From an optimization exercise on the open Yosys and OpenROAD flow, aimed at small area, a short achievable clock period and few clock cycles; shortcuts taken in it are not production practice. The RTL was checked by simulation tests, not by an equivalence proof against the original design.

==> flow/design.v <==
module fp32_add (
    input  wire [31:0] a,
    input  wire [31:0] b,
    output reg  [31:0] y
);
    wire       sa = a[31];
    wire       sb = b[31];
    wire [7:0] ea = a[30:23];
    wire [7:0] eb = b[30:23];
    wire [22:0] fa = a[22:0];
    wire [22:0] fb = b[22:0];
    wire a_nan = (ea == 8'hFF) && (fa != 0);
    wire b_nan = (eb == 8'hFF) && (fb != 0);
    wire a_inf = (ea == 8'hFF) && (fa == 0);
    wire b_inf = (eb == 8'hFF) && (fb == 0);
    wire swap = (b[30:0] > a[30:0]);
    wire        s_l = swap ? sb : sa;
    wire        s_s = swap ? sa : sb;
    wire [31:0] l   = swap ? b : a;
    wire [31:0] s   = swap ? a : b;
    wire [7:0]  el = (l[30:23] == 0) ? 8'd1 : l[30:23];
    wire [7:0]  es = (s[30:23] == 0) ? 8'd1 : s[30:23];
    wire [23:0] ml = {(l[30:23] != 0), l[22:0]};
    wire [23:0] ms = {(s[30:23] != 0), s[22:0]};
    wire [7:0]  d = el - es;
    reg  [26:0] ms_al;
    reg  [49:0] ms_wide;
    always @* begin
        ms_wide = {ms, 26'b0} >> ((d > 8'd26) ? 8'd26 : d);
        if (d > 8'd26)
            ms_al = {26'b0, (ms != 0)};
        else
            ms_al = {ms_wide[49:24], (ms_wide[23:0] != 0)};
    end
    wire        sub = s_l ^ s_s;
    wire [27:0] sum = sub ? ({1'b0, ml, 3'b0} - {1'b0, ms_al})
                          : ({1'b0, ml, 3'b0} + {1'b0, ms_al});
    reg [4:0]  lz;
    integer    k;
    always @* begin
        lz = 5'd27;
        for (k = 0; k <= 26; k = k + 1)
            if (sum[k]) lz = 5'd26 - k[4:0];
    end
    reg  [26:0] nm;       
    reg  [9:0]  ne;       
    reg         hid;
    reg  [4:0]  sh;
    always @* begin
        sh = 5'd0;
        if (sum[27]) begin
            nm = {sum[27:2], (sum[1] | sum[0])};
            ne = {2'b0, el} + 10'd1;
        end else begin
            if ({5'b0, lz} < {2'b0, el})
                sh = lz;
            else
                sh = el[4:0] - 5'd1;      
            nm = sum[26:0] << sh;
            ne = {2'b0, el} - {5'b0, sh};
        end
        hid = nm[26];
    end
    wire        round_up = nm[2] & (nm[1] | nm[0] | nm[3]);
    wire [30:0] pk   = {(hid ? ne[7:0] : 8'd0), nm[25:3]};
    wire [30:0] rounded  = pk + {30'b0, round_up};
    always @* begin
        if (a_nan || b_nan || (a_inf && b_inf && (sa != sb)))
            y = 32'h7FC00000;
        else if (a_inf)
            y = {sa, 8'hFF, 23'b0};
        else if (b_inf)
            y = {sb, 8'hFF, 23'b0};
        else if (sum == 0)
            y = {sa & sb, 31'b0};
        else if (ne >= 10'd255)
            y = {s_l, 8'hFF, 23'b0};
        else
            y = {s_l, rounded};
    end
endmodule
module fp32_mul (
    input  wire [31:0] a,
    input  wire [31:0] b,
    output reg  [31:0] y
);
    wire       sy = a[31] ^ b[31];
    wire [7:0] ea = a[30:23];
    wire [7:0] eb = b[30:23];
    wire a_nan  = (ea == 8'hFF) && (a[22:0] != 0);
    wire b_nan  = (eb == 8'hFF) && (b[22:0] != 0);
    wire a_inf  = (ea == 8'hFF) && (a[22:0] == 0);
    wire b_inf  = (eb == 8'hFF) && (b[22:0] == 0);
    wire a_zero = (a[30:0] == 0);
    wire b_zero = (b[30:0] == 0);
    wire [23:0] ma = {(ea != 0), a[22:0]};
    wire [23:0] mb = {(eb != 0), b[22:0]};
    wire [9:0]  xa = (ea == 0) ? 10'd1 : {2'b0, ea};
    wire [9:0]  xb = (eb == 0) ? 10'd1 : {2'b0, eb};
    wire [47:0] p = ma * mb;
    reg [5:0] lz;
    integer   k;
    always @* begin
        lz = 6'd48;
        for (k = 0; k <= 47; k = k + 1)
            if (p[k]) lz = 6'd47 - k[5:0];
    end
    wire signed [11:0] e0 = $signed({2'b0, xa}) + $signed({2'b0, xb}) - 12'sd126
                            - $signed({6'b0, lz});
    wire [47:0] pn = p << lz;
    reg  [49:0] q;        
    reg  [9:0]  rsh;
    reg  [7:0]  ef;
    always @* begin
        if (e0 >= 12'sd1) begin
            q  = {pn, 2'b0};
            ef = e0[7:0];
            rsh = 10'd0;
        end else begin
            rsh = (e0 < -12'sd60) ? 10'd61 : (10'd1 - e0[9:0]);
            q  = {pn, 2'b0} >> rsh;
            if (({pn, 2'b0} & ~({50{1'b1}} << rsh)) != 0) q[0] = 1'b1;
            ef = 8'd0;
        end
    end
    wire        g        = q[25];
    wire        st       = (q[24:0] != 0);
    wire        round_up = g & (st | q[26]);
    wire [30:0] pk   = {ef, q[48:26]};
    wire [30:0] rounded  = pk + {30'b0, round_up};
    always @* begin
        if (a_nan || b_nan || (a_inf && b_zero) || (b_inf && a_zero))
            y = 32'h7FC00000;
        else if (a_inf || b_inf)
            y = {sy, 8'hFF, 23'b0};
        else if (a_zero || b_zero)
            y = {sy, 31'b0};
        else if (e0 >= 12'sd255)
            y = {sy, 8'hFF, 23'b0};
        else
            y = {sy, rounded};
    end
endmodule
module bu_lane (
    input  wire        clk,
    input  wire        rst,
    input  wire        half,
    input  wire [4:0]  cfg_log2n,
    input  wire [10:0] cfg_pixel_size,
    input  wire [15:0] cfg_curve_count,
    input  wire [9:0]  cfg_iter_count,
    input  wire [3:0]  cfg_red_shift,
    input  wire [31:0] cfg_idx_scale,
    input  wire [31:0] cfg_da1,
    input  wire [31:0] cfg_da2,
    input  wire [31:0] cfg_a1_start,
    input  wire [31:0] cfg_a2_start,
    input  wire        start,
    input  wire [31:0] time_in,
    output wire        busy,
    output reg         lut_rd,
    output reg  [16:0] lut_addr,
    input  wire [31:0] lut_data,
    output reg         smp_valid,
    input  wire        smp_ready,
    output reg  [31:0] smp_x,
    output reg  [31:0] smp_y,
    output reg  [5:0]  smp_colour,
    output reg         smp_in_range,
    output reg  [9:0]  smp_row,
    output reg  [9:0]  smp_col,
    output reg         smp_num
);
    localparam [4:0] S_IDLE  = 5'd0,
                     S_INIT1 = 5'd1,
                     S_INIT2 = 5'd2,
                     S_CURVE = 5'd3,
                     S_ADD1  = 5'd4,
                     S_MUL1  = 5'd5,
                     S_ADD2  = 5'd6,
                     S_MUL2  = 5'd7,
                     S_RD0   = 5'd8,
                     S_RD1   = 5'd9,
                     S_RD2   = 5'd10,
                     S_RD3   = 5'd11,
                     S_SUMX  = 5'd12,
                     S_SUMY  = 5'd13,
                     S_EMIT  = 5'd14,
                     S_END1  = 5'd15;
    localparam [4:0] S_END2  = 5'd16;
    reg [4:0]  state;
    reg [4:0]  log2n;
    reg [10:0] pixel_size;
    reg [9:0]  iter_count;
    reg [3:0]  red_shift;
    reg [31:0] idx_scale, da1, da2;
    reg [15:0] half_hi;
    reg [31:0] a1, a2, x, y;
    reg [15:0] i;
    reg [9:0]  j;
    reg [31:0] s;
    reg [15:0] ia, ib;
    reg        ovf;
    reg [31:0] d0, d1, d2;
    reg [31:0] xn;
    assign busy = (state != S_IDLE);
    reg  [31:0] add_a, add_b;
    wire [31:0] add_y;
    fp32_add u_add (.a(add_a), .b(add_b), .y(add_y));
    wire [31:0] mul_y;
    fp32_mul u_mul (.a(s), .b(idx_scale), .y(mul_y));
    always @* begin
        case (state)
            S_INIT1: begin add_a = a1; add_b = cfg_a1_start; end
            S_INIT2: begin add_a = a2; add_b = cfg_a2_start; end
            S_ADD1:  begin add_a = a1; add_b = x;            end
            S_ADD2:  begin add_a = a2; add_b = y;            end
            S_SUMX:  begin add_a = d0; add_b = d1;           end
            S_SUMY:  begin add_a = d2; add_b = lut_data;     end
            S_END1:  begin add_a = a1; add_b = da1;          end
            default: begin add_a = a2; add_b = da2;          end    
        endcase
    end
    wire [16:0] mask_w = (17'h1 << log2n) - 17'h1;
    wire [15:0] mask   = mask_w[15:0];
    reg  [15:0] conv_idx;
    reg         conv_ovf;
    reg  [31:0] mag;
    wire [7:0]  me = mul_y[30:23];
    always @* begin
        mag = 32'd0;
        if (me >= 8'd127 && me <= 8'd150)
            mag = {9'd1, mul_y[22:0]} >> (8'd150 - me);
        else if (me > 8'd150 && me < 8'd158)
            mag = {9'd1, mul_y[22:0]} << (me - 8'd150);
        if (me == 8'hFF && mul_y[22:0] != 0) begin           
            conv_idx = 16'd0;
            conv_ovf = 1'b1;
        end else if (me >= 8'd158) begin                     
            conv_ovf = !(mul_y == 32'hCF000000);              
            conv_idx = mul_y[31] ? 16'd0 : mask;
        end else begin
            conv_ovf = 1'b0;
            conv_idx = (mul_y[31] ? (16'd0 - mag[15:0]) : mag[15:0]) & mask;
        end
    end
    wire [16:0] quarter = 17'h1 << (log2n - 5'd2);
    function [31:0] u2f_half;
        input [10:0] n;
        integer b;
        reg [3:0] msb;
        reg [22:0] frac;
        begin
            msb = 4'd0;
            for (b = 0; b < 11; b = b + 1)
                if (n[b]) msb = b[3:0];
            frac = {n, 12'b0} << (4'd11 - msb);
            if (n == 0)
                u2f_half = 32'd0;
            else
                u2f_half = {1'b0, 8'd126 + {4'd0, msb}, frac};
        end
    endfunction
    function [31:0] u2f;
        input [10:0] n;
        begin
            u2f = (n == 0) ? 32'd0 : u2f_half(n) + 32'h00800000;
        end
    endfunction
    function [9:0] ftrunc;
        input [31:0] v;
        reg [32:0] t;
        begin
            if (v[30:23] < 8'd127)
                ftrunc = 10'd0;
            else begin
                t = {9'd0, 1'b1, v[22:0]} >> (8'd150 - v[30:23]);
                ftrunc = t[9:0];
            end
        end
    endfunction
    wire [31:0] centre  = u2f_half(pixel_size);
    wire [31:0] p_limit = u2f(pixel_size);
    function in_grid;
        input [31:0] v;
        input [31:0] lim;
        begin
            in_grid = (v[30:0] == 0) || (!v[31] && (v[30:0] < lim[30:0]));
        end
    endfunction
    wire [15:0] i_sh  = i >> red_shift;
    wire [1:0]  red   = i_sh[1:0];
    wire [1:0]  green = j[8:7];
    wire [2:0]  bsum  = 3'd7 - ({1'b0, red} + {1'b0, green});
    wire [1:0]  blue  = bsum[2:1];
    always @(posedge clk) begin
        if (rst) begin
            state     <= S_IDLE;
            lut_rd    <= 1'b0;
            smp_valid <= 1'b0;
        end else begin
            lut_rd <= 1'b0;
            case (state)
                S_IDLE: begin
                    if (start && cfg_curve_count != 0) begin
                        log2n      <= cfg_log2n;
                        pixel_size <= cfg_pixel_size;
                        iter_count <= cfg_iter_count;
                        red_shift  <= cfg_red_shift;
                        idx_scale  <= cfg_idx_scale;
                        da1        <= cfg_da1;
                        da2        <= cfg_da2;
                        i          <= half ? {1'b0, cfg_curve_count[15:1]} : 16'd0;
                        half_hi    <= half ? cfg_curve_count : {1'b0, cfg_curve_count[15:1]};
                        a1         <= time_in;
                        a2         <= time_in;
                        state      <= S_INIT1;
                    end
                end
                S_INIT1: begin
                    a1    <= add_y;
                    state <= S_INIT2;
                end
                S_INIT2: begin
                    a2    <= add_y;
                    j     <= 10'd0;
                    x     <= centre;
                    y     <= centre;
                    state <= S_CURVE;
                end
                S_CURVE: begin
                    if (j == iter_count)
                        state <= S_END1;
                    else
                        state <= S_ADD1;
                end
                S_ADD1: begin
                    s     <= add_y;
                    state <= S_MUL1;
                end
                S_MUL1: begin
                    ia    <= conv_idx;
                    ovf   <= conv_ovf;
                    state <= S_ADD2;
                end
                S_ADD2: begin
                    s     <= add_y;
                    state <= S_MUL2;
                end
                S_MUL2: begin
                    ib    <= conv_idx;
                    ovf   <= ovf | conv_ovf;
                    state <= S_RD0;
                end
                S_RD0: begin
                    lut_rd   <= 1'b1;
                    lut_addr <= {1'b0, ia};
                    state    <= S_RD1;
                end
                S_RD1: begin
                    lut_rd   <= 1'b1;
                    lut_addr <= {1'b0, ib};
                    state    <= S_RD2;
                end
                S_RD2: begin
                    d0       <= lut_data;
                    lut_rd   <= 1'b1;
                    lut_addr <= {1'b0, ia} + quarter;
                    state    <= S_RD3;
                end
                S_RD3: begin
                    d1       <= lut_data;
                    lut_rd   <= 1'b1;
                    lut_addr <= {1'b0, ib} + quarter;
                    state    <= S_SUMX;
                end
                S_SUMX: begin
                    d2    <= lut_data;
                    xn    <= add_y;
                    state <= S_SUMY;
                end
                S_SUMY: begin
                    smp_valid    <= 1'b1;
                    smp_x        <= xn;
                    smp_y        <= add_y;
                    smp_colour   <= {blue, green, red};
                    smp_num      <= ovf;
                    smp_in_range <= in_grid(xn, p_limit) && in_grid(add_y, p_limit);
                    if (in_grid(xn, p_limit) && in_grid(add_y, p_limit)) begin
                        smp_row <= ftrunc(add_y);
                        smp_col <= ftrunc(xn);
                    end else begin
                        smp_row <= 10'd0;
                        smp_col <= 10'd0;
                    end
                    x     <= xn;
                    y     <= add_y;
                    j     <= j + 10'd1;
                    state <= S_EMIT;
                end
                S_EMIT: begin
                    if (smp_ready) begin
                        smp_valid <= 1'b0;
                        state     <= S_CURVE;
                    end
                end
                S_END1: begin
                    a1    <= add_y;
                    state <= S_END2;
                end
                S_END2: begin
                    a2 <= add_y;
                    j  <= 10'd0;
                    x  <= centre;
                    y  <= centre;
                    i  <= i + 16'd4;
                    if (i + 16'd4 >= half_hi)
                        state <= S_IDLE;
                    else
                        state <= S_CURVE;
                end
                default: state <= S_IDLE;
            endcase
        end
    end
endmodule
==> flow/run.sh <==
#!/bin/bash
# synth_recipe.tcl (not shown) runs the flow's synth.tcl, then flattens the netlist and writes it again
# the make line also repeats each setting of config.mk as NAME=value (left out here)
make -C /OpenROAD-flow-scripts/flow DESIGN_CONFIG=/design/flow/config.mk WORK_HOME=/design/flow/orfs CLKGATE_MAP_FILE= SYNTH_SCRIPT=/design/flow/synth_recipe.tcl finish
==> flow/config.mk <==
export PLATFORM = sky130hd
export DESIGN_NAME = bu_lane
export DESIGN_NICKNAME = bu_lane
export VERILOG_FILES = /design/flow/design.v
export SDC_FILE = /design/flow/constraint.sdc
export NUM_CORES = 4
export LEC_CHECK = 0
export CAP_MARGIN = 20
export CORE_MARGIN = 2
export CORE_UTILIZATION = 40
export PLACE_DENSITY = 0.6
export SLEW_MARGIN = 20
==> flow/constraint.sdc <==
create_clock -name core_clock -period 25.0 [get_ports {clk}]
set_input_delay 5.0000 -clock core_clock [delete_from_list [all_inputs] [get_ports {clk}]]
set_output_delay 5.0000 -clock core_clock [all_outputs]
set_load 0.01 [all_outputs]
==> results.py <==
metrics = {
    "placement": {
        "io_buffers": 386,
        "dp_cells": 12290,
        "placed_cell_area_sq_mm": 0.08839,
        "place_hpwl_um": 281100,
        "place_ws_ps": -691.9,
        "gp_congestion": 1.001,
    },
    "die": {
        "die_area_sq_mm": 0.1917,
        "core.rowCount": 159,
        "die_w_um": 437.8,
        "ios": 387,
        "fp.dieH_um": 437.8,
        "coreArea_sq_mm": 0.1874,
        "start_util_pct": 40.16,
    },
    "routing": {
        "ant_nets": 0,
        "drt_iter0_drc": 9243,
        "viasPerCell": 6.294,
        "post-route-drc-count": 0,
        "wl_per_cell_um": 28.75,
        "vias": 78320,
        "drt_first_pass_iters": 9,
        "wl_um": 357800,
    },
    "timing": {
        "fmax_mhz": 41.90,
        "tightest_slew_ps": 1249,
        "period_needed_ps": 23870,
        "hold_viol": 0,
        "slew_viol_final": 0,
        "hold_ws_ps": 578.4,
        "slew_headroom_pct": 15.99,
        "finClkSkew_ps": 89.59,
        "fin_crit_sh_pct": 95.47,
        "final-setup-viol-count": 0,
        "worst_slack_ps": 1132,
    },
    "clock_network": {
        "hold_buffers": 0,
        "cts-buffers-inserted": 72,
        "htreeDepth": 3,
        "clkTransAtPathRegs_ps": 60,
        "clock_path_buffers": 3,
        "clock_latency_ps": 770,
        "clock_sinks": 605,
        "cts_root_buf": "clkbuf_16",
        "cts_tree": "done",
    },
    "finish": {
        "most-common-layout-cells": "nand2_1 (1087), buf_4 (1038), inv_1 (716)",
        "drive_above_1_share_pct": 15.81,
        "syn_to_final_growth_pct": 21.28,
        "final_cell_area_sq_mm": 0.09128,
        "final_nets": 11020,
        "final_common_cell": "nand2_1",
        "fillers": 18190,
        "stdcell_count": 12440,
    },
    "logic_synthesis": {
        "post-synth-top-area-fraction_pct": 23.86,
        "synth-seq-area-share_pct": 24.04,
        "syn_nets": 10060,
        "synth_seq_cells": 605,
        "yosys.area.top_type": "edfxtp_1",
        "netlist_top_cells_area": "edfxtp_1 (24%), fa_1 (13%), ha_1 (6.3%)",
        "synthCells": 8914,
        "synth_warnings": 3,
        "syn_area_per_cell_sq_um": 8.444,
        "async_flop_share_pct": 0,
        "synth_edf_count": 598,
        "netlist_area_sq_mm": 0.07527,
        "synth_ff_type": "edfxtp_1",
        "synthDistinctLibCells": 140,
    },
    "setup_path": {
        "start_kind": "input port",
        "crit_top_cell": "buf_4",
        "required_ps": 25560,
        "path_max_fanout": 7,
        "worst_ep_arrival_time_ps": 24430,
        "crit_type": "input port to flop",
        "end_kind": "flop",
        "cp_slowest_stage_delay_ps": 640,
        "cp_slowest_cell": "or4_4",
    },
    "global_route": {
        "grt_pass1_vias": 76100,
        "antenna_found_initial": 25,
        "grt_max_degree": 126,
        "grt_overflow": 0,
        "track_usage_pct": 36.28,
        "grt_pass1_wl_um": 522700,
    },
    "min_path": {
        "min_path_type": "flop to flop",
    },
    "run_status": {
        "outcome": "complete, no violations",
    },
    "run": {
        "cap_viol_max_count": 0,
    },
}
## worst paths after layout
check	from	endpoint	slack, ps	cells past startpoint
setup reg to reg	idx_scale[10]	ia[12]	3400	65
setup / recovery	lut_data[18]	smp_row[7]	1130	111
hold / removal	xn[31]	smp_x[31]	580	0
hold reg to reg	xn[31]	smp_x[31]	580	0
## synth_stat cells (48+ instances only)
cell	count
a211oi_1	100
a21o_1	72
a21oi_1	548
a221oi_1	51
a222oi_1	59
a22oi_1	129
a31oi_1	109
a32oi_1	52
and2_1	305
and3_1	79
buf_1	49
clkbuf_1	448
edfxtp_1	598
fa_1	488
ha_1	379
inv_1	718
mux2_2	105
mux2i_1	189
nand2_1	1093
nand2b_1	81
nand3_1	276
nand4_1	120
nor2_1	690
nor3_1	206
nor4_1	106
o211ai_1	66
o21a_1	53
o21ai_0	401
o22ai_1	101
o31ai_1	48
or3_1	53
xnor2_1	137
xor2_1	60
## layout make-up
cell class	count	area, sq um	share of cell area, %
Antenna cell	14	35.03	0.03838
Sequential cell	605	18100	19.83
Inverter	732	2750	3.013
Timing Repair Buffer	1434	11850	12.98
Multi-Input combinational cell	7032	52980	58.04
Clock buffer	86	1854	2.031
Tap cell	2495	3122	3.420
Clock inverter	45	594.3	0.6511
## routing by layer
layer	part of all wire (%)	wire length (um)	GRT usage, %	vias up
met5	0.032	115	0	-
met4	6.0	21610	18.54	13
met3	7.8	27880	5.003	869
met2	46	164700	59.10	4219
met1	40	143400	47.04	38780
li1	-	-	-	34440
## repair_timing
| action | CTS | global route |
|---|---|---|
| buffers inserted | 0 | 8 |
| pin swaps | 0 | 29 |
| endpoints found under the hold margin | 0 | 0 |
| setup endpoints to repair | 5 | 21 |
| resized for setup | 2 | 76 |
## flip-flops by register name, summed over array words and instances (netlist names), 11 cells and up
signal,count
d0,32
x,32
ib,16
half_hi,16
da1,32
xn,32
ia,16
d2,32
a2,32
pixel_size,11
s,32
smp_y,32
a1,32
y,32
lut_addr,17
idx_scale,32
da2,32
i,16
smp_x,32
d1,32
## critical path, delay by kind of cell
family                   cells  cell delay, ps
AND/OR/NAND/NOR             42            7840
AO/OA/AOI/OAI               44            7200
buffers and inverters       18            2680
adder cells (fa/ha/maj)      7            1700
## logic make-up after synthesis
logic type | count (synthesis) | synth area share (%)
DFF | 605 | 24.04
muxes | 325 | 4.987
and+or+nand+nor | 3253 | 20.83
buffers and inverters | 1277 | 6.533
AOI/OAI and AO/OA | 2386 | 21.96
adders and majority gates | 869 | 19.31
xor gates and xnor gates | 199 | 2.336
## through the flow
stage,TNS [ps],utilization [%]
after floorplan,0,-
after global placement,-3446,47.17
after detailed placement,-11630,47.17
after CTS,0,48.48
after global routing,-2.773,48.70
final,0,48.71
Testbench counts, summed over its fixed seeds: cycles 1,407,924.

==> re-timing with driven ports <==
Ports are ideal in the flow. The routed layout listed here was re-timed in OpenROAD. Step 1 assumes that a clkbuf_16 drives the clock port and a buf_2 every other input. Step 2 also shifts input and output timing later by t, the mid clock arrival at the registers, as if the neighbouring blocks saw the same clock. Slacks: ideal / step 1 / step 2; pairs: ideal / step 1.
t, ns: 0.808
slack for setup (ns): 1.132 / 1.188 / 0.380
clock arrival spread, ns: 0.092 / 0.092
slew at the worst register clock pin (ns): 0.07 / 0.07
After both steps setup and hold are still met in this run. For this run, drivers alone change the setup slack by +0.056 ns; drivers and shift together by -0.752 ns.
